This is an optimization exercise on Yosys and OpenROAD, whose aim is a short achievable clock period and few clock cycles, not a production implementation. Function was checked by simulation only, so behaviour that the tests miss may differ from the original. No activity file was given, so power comes from the tool's default toggle rates.

==> design.v <==
module lcd_packer (
    input  wire        clk,
    input  wire        rst,
    input  wire        clear,       
    input  wire        cw_valid,
    input  wire [8:0]  cw,
    output wire        cw_ready,
    output reg         out_valid,
    output reg  [15:0] out_data,
    output reg         out_last,
    input  wire        out_ready,
    output wire        empty        
);
    reg [31:0] acc;     
    reg [4:0]  nbits;   
    reg [9:0]  cnt;     
    assign cw_ready = !out_valid || out_ready;
    assign empty    = !out_valid;
    wire        push     = cw_valid && cw_ready;
    wire [31:0] cw_align = {cw, 23'd0} >> nbits;
    wire [31:0] acc_new  = acc | cw_align;
    wire [4:0]  nb_new   = nbits + 5'd9;
    wire        emit     = (nb_new >= 5'd16);
    always @(posedge clk) begin
        if (rst) begin
            acc       <= 32'd0;
            nbits     <= 5'd0;
            cnt       <= 10'd0;
            out_valid <= 1'b0;
            out_data  <= 16'd0;
            out_last  <= 1'b0;
        end else begin
            if (out_valid && out_ready)
                out_valid <= 1'b0;
            if (clear) begin
                acc   <= 32'd0;
                nbits <= 5'd0;
                cnt   <= 10'd0;
            end else if (push) begin
                cnt <= cnt + 10'd1;
                if (emit) begin
                    out_valid <= 1'b1;
                    out_data  <= acc_new[31:16];
                    out_last  <= (cnt == 10'd1023);
                    acc       <= acc_new << 16;
                    nbits     <= nb_new - 5'd16;
                end else begin
                    acc   <= acc_new;
                    nbits <= nb_new;
                end
            end
        end
    end
endmodule
module lcd_frame (
    input  wire        clk,
    input  wire        rst,
    input  wire        orient,      
    input  wire        start,
    input  wire [3:0]  first,
    input  wire [3:0]  last,
    input  wire        raw,
    input  wire [8:0]  raw_cw,
    input  wire [15:0] x0,
    input  wire [15:0] y0,
    input  wire [15:0] x1,
    input  wire [15:0] y1,
    input  wire [15:0] col,
    output wire        busy,
    output reg         cw_valid,
    output reg  [8:0]  cw,
    input  wire        cw_ready
);
    localparam [7:0] RAMCMD = 8'h2C;
    localparam [7:0] COLCMD = 8'h2A;
    localparam [7:0] ROWCMD = 8'h2B;
    reg        active;
    reg [3:0]  idx;
    reg [3:0]  end_idx;
    reg        raw_r;
    reg [8:0]  raw_cw_r;
    reg [15:0] x0_r, y0_r, x1_r, y1_r, col_r;
    assign busy = active;
    always @(*) begin
        cw_valid = active;
        if (raw_r) begin
            cw = raw_cw_r;
        end else begin
            case (idx)
                4'd0:    cw = {1'b0, orient ? ROWCMD : COLCMD};
                4'd1:    cw = {1'b1, y0_r[15:8]};
                4'd2:    cw = {1'b1, y0_r[7:0]};
                4'd3:    cw = {1'b1, y1_r[15:8]};
                4'd4:    cw = {1'b1, y1_r[7:0]};
                4'd5:    cw = {1'b0, orient ? COLCMD : ROWCMD};
                4'd6:    cw = {1'b1, x0_r[15:8]};
                4'd7:    cw = {1'b1, x0_r[7:0]};
                4'd8:    cw = {1'b1, x1_r[15:8]};
                4'd9:    cw = {1'b1, x1_r[7:0]};
                4'd10:   cw = {1'b0, RAMCMD};
                4'd11:   cw = {1'b1, col_r[15:8]};
                default: cw = {1'b1, col_r[7:0]};
            endcase
        end
    end
    always @(posedge clk) begin
        if (rst) begin
            active   <= 1'b0;
            idx      <= 4'd0;
            end_idx  <= 4'd0;
            raw_r    <= 1'b0;
            raw_cw_r <= 9'd0;
            x0_r     <= 16'd0;
            y0_r     <= 16'd0;
            x1_r     <= 16'd0;
            y1_r     <= 16'd0;
            col_r    <= 16'd0;
        end else if (!active) begin
            if (start) begin
                active   <= 1'b1;
                idx      <= raw ? 4'd0 : first;
                end_idx  <= raw ? 4'd0 : last;
                raw_r    <= raw;
                raw_cw_r <= raw_cw;
                x0_r     <= x0;
                y0_r     <= y0;
                x1_r     <= x1;
                y1_r     <= y1;
                col_r    <= col;
            end
        end else if (cw_ready) begin
            if (idx == end_idx)
                active <= 1'b0;
            else
                idx <= idx + 4'd1;
        end
    end
endmodule
module lcd_draw (
    input  wire        clk,
    input  wire        rst,
    input  wire        cmd_valid,
    output wire        cmd_ready,
    input  wire [7:0]  cmd_op,
    input  wire [15:0] cmd_a,
    input  wire [15:0] cmd_b,
    input  wire [15:0] cmd_c,
    input  wire [15:0] cmd_d,
    input  wire [15:0] cmd_e,
    output reg         rsp_valid,
    output reg  [7:0]  rsp_status,
    output wire        out_valid,
    output wire [15:0] out_data,
    output wire        out_last,
    input  wire        out_ready
);
    localparam [7:0] OP_PUSH     = 8'h01;
    localparam [7:0] OP_TEARDOWN = 8'h02;
    localparam [7:0] OP_WRREG    = 8'h10;
    localparam [7:0] OP_WRDAT8   = 8'h11;
    localparam [7:0] OP_WRDAT16  = 8'h12;
    localparam [7:0] OP_SETWIN   = 8'h20;
    localparam [7:0] OP_ARMRAM   = 8'h21;
    localparam [7:0] OP_SETCUR   = 8'h22;
    localparam [7:0] OP_POINT    = 8'h30;
    localparam [7:0] OP_FILL     = 8'h31;
    localparam [7:0] OP_CLEAR    = 8'h32;
    localparam [7:0] OP_LINE     = 8'h33;
    localparam [7:0] OP_RECT     = 8'h34;
    localparam [7:0] OP_FRECT    = 8'h35;
    localparam [7:0] OP_CIRCLE   = 8'h36;
    localparam [7:0] OP_INIT     = 8'h50;
    localparam [7:0] OP_SETCOLORS= 8'h51;
    localparam [7:0] ST_OK   = 8'h00;
    localparam [7:0] ST_OPEN = 8'hFE;   
    localparam [7:0] ST_ARG  = 8'hFD;   
    localparam [15:0] WIDTH  = 16'd240;
    localparam [15:0] HEIGHT = 16'd320;
    localparam [3:0] I_WIN  = 4'd0;
    localparam [3:0] I_ARM  = 4'd10;
    localparam [3:0] I_DAT  = 4'd11;
    localparam [3:0] I_END_WIN    = 4'd9;
    localparam [3:0] I_END_WINARM = 4'd10;
    localparam [3:0] I_END_PLOT   = 4'd12;
    localparam [4:0] S_IDLE     = 5'd0;
    localparam [4:0] S_DISPATCH = 5'd1;
    localparam [4:0] S_WAIT     = 5'd2;
    localparam [4:0] S_DRAIN    = 5'd3;
    localparam [4:0] S_RESP     = 5'd4;
    localparam [4:0] S_FILL_PIX = 5'd5;
    localparam [4:0] S_FILL_NXT = 5'd6;
    localparam [4:0] S_FILL_END = 5'd7;
    localparam [4:0] S_LINE_SET = 5'd8;
    localparam [4:0] S_LINE_STP = 5'd9;
    localparam [4:0] S_LINE_NXT = 5'd10;
    localparam [4:0] S_RECT_NXT = 5'd11;
    localparam [4:0] S_CIR_ITER = 5'd12;
    localparam [4:0] S_CIR_PLOT = 5'd13;
    localparam [4:0] S_CIR_NXT  = 5'd14;
    localparam [4:0] S_CIR_UPD  = 5'd15;
    localparam [4:0] S_SETCUR2  = 5'd16;
    reg [4:0]  state, ret_state;
    reg        ready;       
    reg        orient;      
    reg [15:0] fg;          
    reg [7:0]  op;
    reg [15:0] opa, opb, opc, opd, ope;
    reg [7:0]  status;
    reg        fr_start;
    reg [3:0]  fr_first, fr_last;
    reg        fr_raw;
    reg [8:0]  fr_raw_cw;
    reg [15:0] fr_x0, fr_y0, fr_x1, fr_y1, fr_col;
    wire       fr_busy;
    reg        pk_clear;
    reg [15:0] fx0, fy0, fx1, fy1, fcol;
    reg [15:0] fi, fj;           
    reg [15:0] lx1, ly1, lx2, ly2;  
    reg [15:0] lx, ly;
    reg [15:0] ldx, ldy, ldist;
    reg        lsx, lsy;           
    reg [16:0] xerr, yerr;
    reg [15:0] lt;                 
    reg [1:0]  rect_k;
    reg        is_rect;
    reg signed [17:0] cx, cy;
    reg signed [31:0] cd;
    reg [15:0] cyi;
    reg [2:0]  ck;
    reg        cfill;
    wire        cw_valid, cw_ready;
    wire [8:0]  cw;
    wire        pk_empty;
    lcd_frame u_frame (
        .clk(clk), .rst(rst), .orient(orient),
        .start(fr_start), .first(fr_first), .last(fr_last),
        .raw(fr_raw), .raw_cw(fr_raw_cw),
        .x0(fr_x0), .y0(fr_y0), .x1(fr_x1), .y1(fr_y1), .col(fr_col),
        .busy(fr_busy),
        .cw_valid(cw_valid), .cw(cw), .cw_ready(cw_ready)
    );
    lcd_packer u_packer (
        .clk(clk), .rst(rst), .clear(pk_clear),
        .cw_valid(cw_valid), .cw(cw), .cw_ready(cw_ready),
        .out_valid(out_valid), .out_data(out_data), .out_last(out_last),
        .out_ready(out_ready), .empty(pk_empty)
    );
    assign cmd_ready = (state == S_IDLE);
    wire [16:0] xerr_acc = xerr + {1'b0, ldx};
    wire [16:0] yerr_acc = yerr + {1'b0, ldy};
    wire        xstep    = xerr_acc > {1'b0, ldist};
    wire        ystep    = yerr_acc > {1'b0, ldist};
    wire [15:0] lx_nxt   = xstep ? (lsx ? lx - 16'd1 : lx + 16'd1) : lx;
    wire [15:0] ly_nxt   = ystep ? (lsy ? ly - 16'd1 : ly + 16'd1) : ly;
    wire        sx_neg = lx2 < lx1;
    wire        sy_neg = ly2 < ly1;
    wire [15:0] adx    = sx_neg ? lx1 - lx2 : lx2 - lx1;
    wire [15:0] ady    = sy_neg ? ly1 - ly2 : ly2 - ly1;
    wire [15:0] cu    = cx[15:0];
    wire [15:0] cv    = cyi;
    wire [15:0] offx  = ck[2] ? cv : cu;
    wire [15:0] offy  = ck[2] ? cu : cv;
    wire [15:0] cpx   = ck[0] ? opa - offx : opa + offx;
    wire [15:0] cpy   = ck[1] ? opb - offy : opb + offy;
    reg [15:0] rx1, ry1, rx2, ry2;
    always @(*) begin
        case (rect_k)
            2'd0:    begin rx1 = opa; ry1 = opb; rx2 = opc; ry2 = opb; end
            2'd1:    begin rx1 = opa; ry1 = opb; rx2 = opa; ry2 = opd; end
            2'd2:    begin rx1 = opa; ry1 = opd; rx2 = opc; ry2 = opd; end
            default: begin rx1 = opc; ry1 = opb; rx2 = opc; ry2 = opd; end
        endcase
    end
    always @(posedge clk) begin
        if (rst) begin
            state     <= S_IDLE;
            ret_state <= S_IDLE;
            ready     <= 1'b0;
            orient    <= 1'b0;
            fg        <= 16'd0;
            op        <= 8'd0;
            opa <= 16'd0; opb <= 16'd0; opc <= 16'd0; opd <= 16'd0; ope <= 16'd0;
            status    <= ST_OK;
            rsp_valid <= 1'b0;
            rsp_status<= 8'd0;
            fr_start  <= 1'b0;
            fr_first  <= 4'd0;
            fr_last   <= 4'd0;
            fr_raw    <= 1'b0;
            fr_raw_cw <= 9'd0;
            fr_x0 <= 16'd0; fr_y0 <= 16'd0; fr_x1 <= 16'd0; fr_y1 <= 16'd0;
            fr_col    <= 16'd0;
            pk_clear  <= 1'b0;
            fx0 <= 16'd0; fy0 <= 16'd0; fx1 <= 16'd0; fy1 <= 16'd0; fcol <= 16'd0;
            fi <= 16'd0; fj <= 16'd0;
            lx1 <= 16'd0; ly1 <= 16'd0; lx2 <= 16'd0; ly2 <= 16'd0;
            lx <= 16'd0; ly <= 16'd0;
            ldx <= 16'd0; ldy <= 16'd0; ldist <= 16'd0;
            lsx <= 1'b0; lsy <= 1'b0;
            xerr <= 17'd0; yerr <= 17'd0; lt <= 16'd0;
            rect_k <= 2'd0; is_rect <= 1'b0;
            cx <= 18'sd0; cy <= 18'sd0; cd <= 32'sd0; cyi <= 16'd0; ck <= 3'd0;
            cfill <= 1'b0;
        end else begin
            fr_start  <= 1'b0;
            pk_clear  <= 1'b0;
            rsp_valid <= 1'b0;
            case (state)
            S_IDLE: begin
                if (cmd_valid) begin
                    op  <= cmd_op;
                    opa <= cmd_a; opb <= cmd_b; opc <= cmd_c;
                    opd <= cmd_d; ope <= cmd_e;
                    state <= S_DISPATCH;
                end
            end
            S_DISPATCH: begin
                status <= ST_OK;
                state  <= S_DRAIN;
                case (op)
                OP_SETCOLORS: fg <= opa;
                OP_INIT: begin
                    if (opa[7:0] > 8'd1) begin
                        status <= ST_ARG;
                    end else begin
                        orient   <= opa[0];
                        ready    <= 1'b1;
                        pk_clear <= 1'b1;
                    end
                end
                OP_PUSH, OP_TEARDOWN, OP_WRREG, OP_WRDAT8, OP_WRDAT16,
                OP_SETWIN, OP_ARMRAM, OP_SETCUR, OP_POINT, OP_FILL,
                OP_CLEAR, OP_LINE, OP_RECT, OP_FRECT, OP_CIRCLE: begin
                    if (!ready) begin
                        status <= ST_OPEN;
                    end else begin
                        case (op)
                        OP_TEARDOWN: begin
                            ready    <= 1'b0;
                            pk_clear <= 1'b1;
                        end
                        OP_PUSH, OP_WRREG, OP_WRDAT8: begin
                            fr_start  <= 1'b1;
                            fr_raw    <= 1'b1;
                            fr_raw_cw <= (op == OP_PUSH)  ? opa[15:7] :
                                         (op == OP_WRREG) ? {1'b0, opa[7:0]} :
                                                            {1'b1, opa[7:0]};
                            ret_state <= S_DRAIN;
                            state     <= S_WAIT;
                        end
                        OP_WRDAT16: begin
                            fr_start  <= 1'b1;
                            fr_raw    <= 1'b0;
                            fr_first  <= I_DAT;
                            fr_last   <= I_END_PLOT;
                            fr_col    <= opa;
                            ret_state <= S_DRAIN;
                            state     <= S_WAIT;
                        end
                        OP_SETWIN, OP_SETCUR, OP_POINT: begin
                            fr_start  <= 1'b1;
                            fr_raw    <= 1'b0;
                            fr_first  <= I_WIN;
                            fr_last   <= (op == OP_SETWIN) ? I_END_WIN :
                                         (op == OP_SETCUR) ? I_END_WINARM :
                                                             I_END_PLOT;
                            fr_x0     <= opa;
                            fr_y0     <= opb;
                            fr_x1     <= (op == OP_SETWIN) ? opc : opa;
                            fr_y1     <= (op == OP_SETWIN) ? opd : opb;
                            fr_col    <= opc;
                            ret_state <= S_DRAIN;
                            state     <= S_WAIT;
                        end
                        OP_ARMRAM: begin
                            fr_start  <= 1'b1;
                            fr_raw    <= 1'b0;
                            fr_first  <= I_ARM;
                            fr_last   <= I_ARM;
                            ret_state <= S_DRAIN;
                            state     <= S_WAIT;
                        end
                        OP_FILL, OP_FRECT, OP_CLEAR: begin
                            if (op != OP_CLEAR && (opc < opa || opd < opb)) begin
                                status <= ST_ARG;
                            end else begin
                                if (op == OP_CLEAR) begin
                                    fx0 <= 16'd0; fy0 <= 16'd0;
                                    fx1 <= WIDTH - 16'd1; fy1 <= HEIGHT - 16'd1;
                                    fcol <= opa;
                                end else begin
                                    fx0 <= opa; fy0 <= opb; fx1 <= opc; fy1 <= opd;
                                    fcol <= (op == OP_FILL) ? ope : fg;
                                end
                                fi <= 16'd0;
                                fj <= 16'd0;
                                fr_start  <= 1'b1;
                                fr_raw    <= 1'b0;
                                fr_first  <= I_WIN;
                                fr_last   <= I_END_WINARM;
                                fr_x0     <= (op == OP_CLEAR) ? 16'd0 : opa;
                                fr_y0     <= (op == OP_CLEAR) ? 16'd0 : opb;
                                fr_x1     <= (op == OP_CLEAR) ? WIDTH - 16'd1 : opc;
                                fr_y1     <= (op == OP_CLEAR) ? HEIGHT - 16'd1 : opd;
                                ret_state <= S_FILL_PIX;
                                state     <= S_WAIT;
                            end
                        end
                        OP_LINE, OP_RECT: begin
                            is_rect <= (op == OP_RECT);
                            rect_k  <= 2'd0;
                            lx1 <= opa; ly1 <= opb; lx2 <= opc;
                            ly2 <= (op == OP_RECT) ? opb : opd;
                            state <= S_LINE_SET;
                        end
                        OP_CIRCLE: begin
                            if (opd[7:0] > 8'd1) begin
                                status <= ST_ARG;
                            end else begin
                                cfill <= opd[0];
                                cx    <= 18'sd0;
                                cy    <= $signed({2'b00, opc});
                                cd    <= 32'sd3 - $signed({15'd0, opc, 1'b0});
                                state <= S_CIR_ITER;
                            end
                        end
                        default: ;
                        endcase
                    end
                end
                default: status <= ST_ARG;
                endcase
            end
            S_WAIT: begin
                if (!fr_start && !fr_busy)
                    state <= ret_state;
            end
            S_FILL_PIX: begin
                fr_start  <= 1'b1;
                fr_raw    <= 1'b0;
                fr_first  <= I_DAT;
                fr_last   <= I_END_PLOT;
                fr_col    <= fcol;
                ret_state <= S_FILL_NXT;
                state     <= S_WAIT;
            end
            S_FILL_NXT: begin
                if (fi == fx1 - fx0) begin
                    fi <= 16'd0;
                    if (fj == fy1 - fy0) begin
                        state <= S_FILL_END;
                    end else begin
                        fj    <= fj + 16'd1;
                        state <= S_FILL_PIX;
                    end
                end else begin
                    fi    <= fi + 16'd1;
                    state <= S_FILL_PIX;
                end
            end
            S_FILL_END: begin
                fr_start  <= 1'b1;
                fr_raw    <= 1'b0;
                fr_first  <= I_WIN;
                fr_last   <= I_END_WINARM;
                fr_x0     <= 16'd0;
                fr_y0     <= 16'd0;
                fr_x1     <= WIDTH - 16'd1;
                fr_y1     <= HEIGHT - 16'd1;
                ret_state <= S_DRAIN;
                state     <= S_WAIT;
            end
            S_LINE_SET: begin
                lsx  <= sx_neg;
                lsy  <= sy_neg;
                ldx  <= adx;
                ldy  <= ady;
                ldist <= (adx > ady) ? adx : ady;
                lx   <= lx1;
                ly   <= ly1;
                xerr <= 17'd0;
                yerr <= 17'd0;
                lt   <= 16'd0;
                state <= S_LINE_STP;
            end
            S_LINE_STP: begin
                xerr <= xstep ? xerr_acc - {1'b0, ldist} : xerr_acc;
                yerr <= ystep ? yerr_acc - {1'b0, ldist} : yerr_acc;
                lx   <= lx_nxt;
                ly   <= ly_nxt;
                fr_start  <= 1'b1;
                fr_raw    <= 1'b0;
                fr_first  <= I_WIN;
                fr_last   <= I_END_PLOT;
                fr_x0     <= lx_nxt;
                fr_y0     <= ly_nxt;
                fr_x1     <= lx_nxt;
                fr_y1     <= ly_nxt;
                fr_col    <= fg;
                ret_state <= S_LINE_NXT;
                state     <= S_WAIT;
            end
            S_LINE_NXT: begin
                if (lt == ldist) begin
                    state <= is_rect ? S_RECT_NXT : S_DRAIN;
                end else begin
                    lt    <= lt + 16'd1;
                    state <= S_LINE_STP;
                end
            end
            S_RECT_NXT: begin
                if (rect_k == 2'd3) begin
                    state <= S_DRAIN;
                end else begin
                    rect_k <= rect_k + 2'd1;
                    state  <= S_SETCUR2;
                end
            end
            S_SETCUR2: begin
                lx1 <= rx1; ly1 <= ry1; lx2 <= rx2; ly2 <= ry2;
                state <= S_LINE_SET;
            end
            S_CIR_ITER: begin
                if (cx > cy) begin
                    state <= S_DRAIN;
                end else begin
                    ck    <= 3'd0;
                    cyi   <= cfill ? cx[15:0] : cy[15:0];
                    state <= S_CIR_PLOT;
                end
            end
            S_CIR_PLOT: begin
                fr_start  <= 1'b1;
                fr_raw    <= 1'b0;
                fr_first  <= I_WIN;
                fr_last   <= I_END_PLOT;
                fr_x0     <= cpx;
                fr_y0     <= cpy;
                fr_x1     <= cpx;
                fr_y1     <= cpy;
                fr_col    <= fg;
                ret_state <= S_CIR_NXT;
                state     <= S_WAIT;
            end
            S_CIR_NXT: begin
                if (ck != 3'd7) begin
                    ck    <= ck + 3'd1;
                    state <= S_CIR_PLOT;
                end else if (cfill && cyi != cy[15:0]) begin
                    ck    <= 3'd0;
                    cyi   <= cyi + 16'd1;
                    state <= S_CIR_PLOT;
                end else begin
                    state <= S_CIR_UPD;
                end
            end
            S_CIR_UPD: begin
                if (cd < 0) begin
                    cd <= cd + 4 * cx + 6;
                end else begin
                    cd <= cd + 4 * (cx - cy) + 10;
                    cy <= cy - 18'sd1;
                end
                cx    <= cx + 18'sd1;
                state <= S_CIR_ITER;
            end
            S_DRAIN: begin
                if (pk_empty)
                    state <= S_RESP;
            end
            S_RESP: begin
                rsp_valid  <= 1'b1;
                rsp_status <= status;
                state      <= S_IDLE;
            end
            default: state <= S_IDLE;
            endcase
        end
    end
endmodule
==> run.sh <==
#!/bin/bash
# synth_recipe.tcl (not shown) runs the flow's synth.tcl, then flattens the netlist and writes it again
# the make line also repeats each setting of config.mk as NAME=value (left out here)
make -C /OpenROAD-flow-scripts/flow DESIGN_CONFIG=/design/flow/config.mk WORK_HOME=/design/flow/orfs CLKGATE_MAP_FILE= SYNTH_SCRIPT=/design/flow/synth_recipe.tcl finish
==> config.mk <==
export PLATFORM = sky130hd
export DESIGN_NAME = lcd_draw
export DESIGN_NICKNAME = lcd_draw
export VERILOG_FILES = /design/flow/design.v
export SDC_FILE = /design/flow/constraint.sdc
export NUM_CORES = 4
export LEC_CHECK = 0
export CAP_MARGIN = 20
export CORE_MARGIN = 2
export CORE_UTILIZATION = 40
export SLEW_MARGIN = 20
==> constraint.sdc <==
create_clock -name core_clock -period 7.0 [get_ports {clk}]
set_input_delay 1.4000 -clock core_clock [delete_from_list [all_inputs] [get_ports {clk}]]
set_output_delay 1.4000 -clock core_clock [all_outputs]
set_load 0.01 [all_outputs]
==> flow_metrics.env <==
export IMPL_fin_area_um2=58700
export IMPL_rr_startpoint="cx[0]"
export IMPL_syn_instance_count=6974
export IMPL_path_max_fanout=8
export IMPL_dieArea_um2=135000
export IMPL_synth_most_common_cell="nand2_1"
export IMPL_power_mw=11.4
export IMPL_synth_edf_count=0
export IMPL_rr_worst_depth=24
export IMPL_synthArstFlopShare_pct=0
export IMPL_portBuffers=119
export IMPL_clk_latency_ps=730
export IMPL_clk_path_buf_depth=3
export IMPL_num_vias=51500
export IMPL_tightest_slew_ps=1110
export IMPL_cp_start_kind="flop"
export IMPL_hold_buffers=0
export IMPL_antenna_left=0
export IMPL_worst_hold_slack_ps=427
export IMPL_ir_drop_mv=0.192
export IMPL_powerDensity_nw_per_um2=193
export IMPL_drive_above_1_share_pct=6.33
export IMPL_die_width_um=367
export IMPL_yosysSeqAreaShare_pct=29.6
export IMPL_synth_top_cells_by_area="dfxtp_1 (30%), ha_1 (9.8%), a21oi_1 (6.9%), nand2_1 (6.6%), nor2_1 (5.1%)"
export IMPL_tns_ps=0
export IMPL_crit_required_ps=7640
export IMPL_vias_per_cell=5.93
export IMPL_path_clk_slew_ps=60
export IMPL_syn_nets=7498
export IMPL_endpoint_kind="flop"
export IMPL_start_util_pct=40.2
export IMPL_cts_sinks=781
export IMPL_antenna_found_initial=5
export IMPL_netlist_area_um2=52800
export IMPL_cts_made_buffers=92
export IMPL_synth_top_area_share_pct=29.6
export IMPL_hold_path_depth=2
export IMPL_ys_ff_latch=781
export IMPL_gp_congestion=0.997
export IMPL_tritoncts="yes"
export IMPL_num_fill_cells=13200
export IMPL_htreeDepth=3
export IMPL_slew_headroom_pct=25.7
export IMPL_post_cts_buffers=0
export IMPL_wl_um=198000
export IMPL_route_detailed_drc=0
export IMPL_yosys_area_top_type="dfxtp_1"
export IMPL_hpwl_um=145000
export IMPL_grt_usage_pct=28.5
export IMPL_first_iter_violations=5040
export IMPL_hold_viol_final=0
export IMPL_io_pins=120
export IMPL_avgSynthCellArea_um2=7.57
export IMPL_slew_viol_final=0
export IMPL_wl_per_cell_um=22.8
export IMPL_criticalPathCategory="reg -> reg"
export IMPL_maxCapViolCount=0
export IMPL_first_global_vias=48400
export IMPL_worst_setup_path_startpoint="cx[0]"
export IMPL_cts_resized=0
export IMPL_grt_remaining_overflow=0
export IMPL_setup_viol=0
export IMPL_ys_flop_type="dfxtp_1"
export IMPL_fin_nets=7384
export IMPL_rsz0062_at_grt="false"
export IMPL_finalCriticalPeriod_ps=5880
export IMPL_final_instance_count_excl_fill=8687
export IMPL_synth_common_cells="nand2_1 (934), dfxtp_1 (781), a21oi_1 (731)"
export IMPL_crit_end="cd[31]"
export IMPL_placementRows=133
export IMPL_hold_path_class="reg -> reg"
export IMPL_yosys_warnings=3
export IMPL_synth_cell_types=102
export IMPL_outcome="complete, no violations"
export IMPL_placed_area_um2=55500
export IMPL_post_route_period_util_pct=84.0
export IMPL_r2r_slack_ps=1120
export IMPL_crit_arrival_ps=6520
export IMPL_core_um2=131000
export IMPL_synthToLayoutAreaGrowth_pct=11.2
export IMPL_fin_skew_ps=45.3
export IMPL_regToRegEndpoint="cd[31]"
export IMPL_cts_root_buf="clkbuf_16"
export IMPL_worstHoldStart="fr_y1[0]"
export IMPL_firstDrtPassIters=10
export IMPL_grt_pass1_wl_um=300000
export IMPL_dp_cells=8521
export IMPL_die_h_um=367
export IMPL_grt_max_degree=130
export IMPL_max_freq_mhz=170
export IMPL_leakage_nw=22.5
worst min-delay path by stage:
stage | to
after floorplan | u_frame.x0_r[9]
after global placement | u_frame.x1_r[8]
after detailed placement | u_frame.x1_r[2]
after CTS | u_frame.y1_r[0]
after global routing | fx0[14]
final | u_frame.y1_r[0]
critical path, cell delays in order, from the launching register on:
cell and delay [ps]:
dfxtp_1 400, inv_1 150, ha_1 190, inv_1 60
fa_1 420, a211oi_1 310, nor2_1 120, o41ai_1 410
o22ai_1 210, or2_2 350, a21o_1 180, a21oi_1 160
xnor2_1 140, ha_1 250, ha_1 370, nand2_1 90
nor4_1 300, nor2_1 150, o31ai_1 580, a21oi_1 210
o21ai_0 260, xnor2_1 100, o21ai_0 130, o21ai_0 100
a21oi_1 160
cells in the final DEF, fill, tap and decap left out, types with 16 or more instances in the layout:
cell	n
o21ai_0	352
mux2i_1	144
clkbuf_16	92
nand3_1	204
nor3_1	170
a311oi_1	88
xnor2_1	198
nand2_1	931
dfxtp_1	780
a211oi_1	149
fa_1	17
o21a_1	43
nor2b_1	46
o31ai_1	18
o221ai_1	16
a31oi_1	57
o22a_1	17
nand4_1	62
and3_1	62
a2111oi_0	19
clkdlybuf4s50_1	118
and2_1	25
a22oi_1	40
nor2_1	714
inv_1	307
o22ai_1	36
nor4_1	31
a221oi_1	19
a21o_1	109
xor2_1	148
mux2_2	39
o21bai_1	32
buf_4	132
clkbuf_8	18
o221a_2	22
or3_1	57
ha_1	415
nand2b_1	65
a21oi_1	730
o211ai_1	77
registers in the layout, indices dropped and copies added, names as in the netlist, 17 cells and up:
register      flops
u_packer.acc     32
cy               18
yerr             17
cd               31
xerr             17
cx               18
routing by layer:
layer,routed length [um],part of all wire [%],track usage (%)
met1,85300,43,37.5
met2,86100,44,44.5
met3,15800,8.0,5.78
met4,10500,5.3,13.7
met5,34,0.017,0
logic make-up after synthesis:
| family | after synthesis | share of synthesized area [%] |
|---|---|---|
| buf+inv | 771 | 5.63 |
| mux | 189 | 3.82 |
| compound gates | 1983 | 23.8 |
| flops | 781 | 29.6 |
| fa+ha+maj | 432 | 10.5 |
| xor+xnor | 346 | 5.74 |
| simple gates | 2472 | 20.9 |
layout make-up:
type / count / area, um2 / area share [%]
Multi-Input combinational cell: 5422 / 34300 / 58.5
Clock inverter: 41 / 551 / 0.938
Tap cell: 1755 / 2200 / 3.74
Timing Repair Buffer: 252 / 2210 / 3.76
Clock buffer: 124 / 2600 / 4.43
Antenna cell: 1 / 2.50 / 0.00426
Inverter: 311 / 1170 / 1.99
Sequential cell: 781 / 15600 / 26.6
metrics by stage:
step	worst slack [ps]	util, %
4_1_cts	1160	44.7
3_5_place_dp	1170	42.3
2_1_floorplan	1710	-
6_report	1120	44.7
5_1_grt	603	44.7
3_3_place_gp	1200	42.3
report_power, final:
group | leakage [nW] | switching (mW) | internal (mW)
Clock | 1.54 | 2.12 | 2.96
Combinational | 14.6 | 1.05 | 0.510
Sequential | 6.30 | 0.182 | 4.54
Testbench counts, summed over its fixed seeds: cycles 785,803.

port drivers added, routing unchanged:
How much do the figures lean on ideal ports? The routed layout below was timed once more, with nothing changed but the port constraints.
Step 1: set_driving_cell puts a clkbuf_16 on clk and a buf_2 on each other input, an assumption about the parent block.
Step 2 also shifts input and output timing later by t, the mid clock arrival at the registers, as if the neighbouring blocks saw the same clock.
Three values: ideal ports, drivers, drivers and shift; two values: the first two.
t (ns): 0.782
setup slack, ns: 1.119 / 1.119 / 1.119
worst slew at a driven data input, ns: 0.08
After both steps setup and hold are still met in this run. The setup slack of this run moves by 0.000 ns with the drivers and by 0.000 ns with both steps.
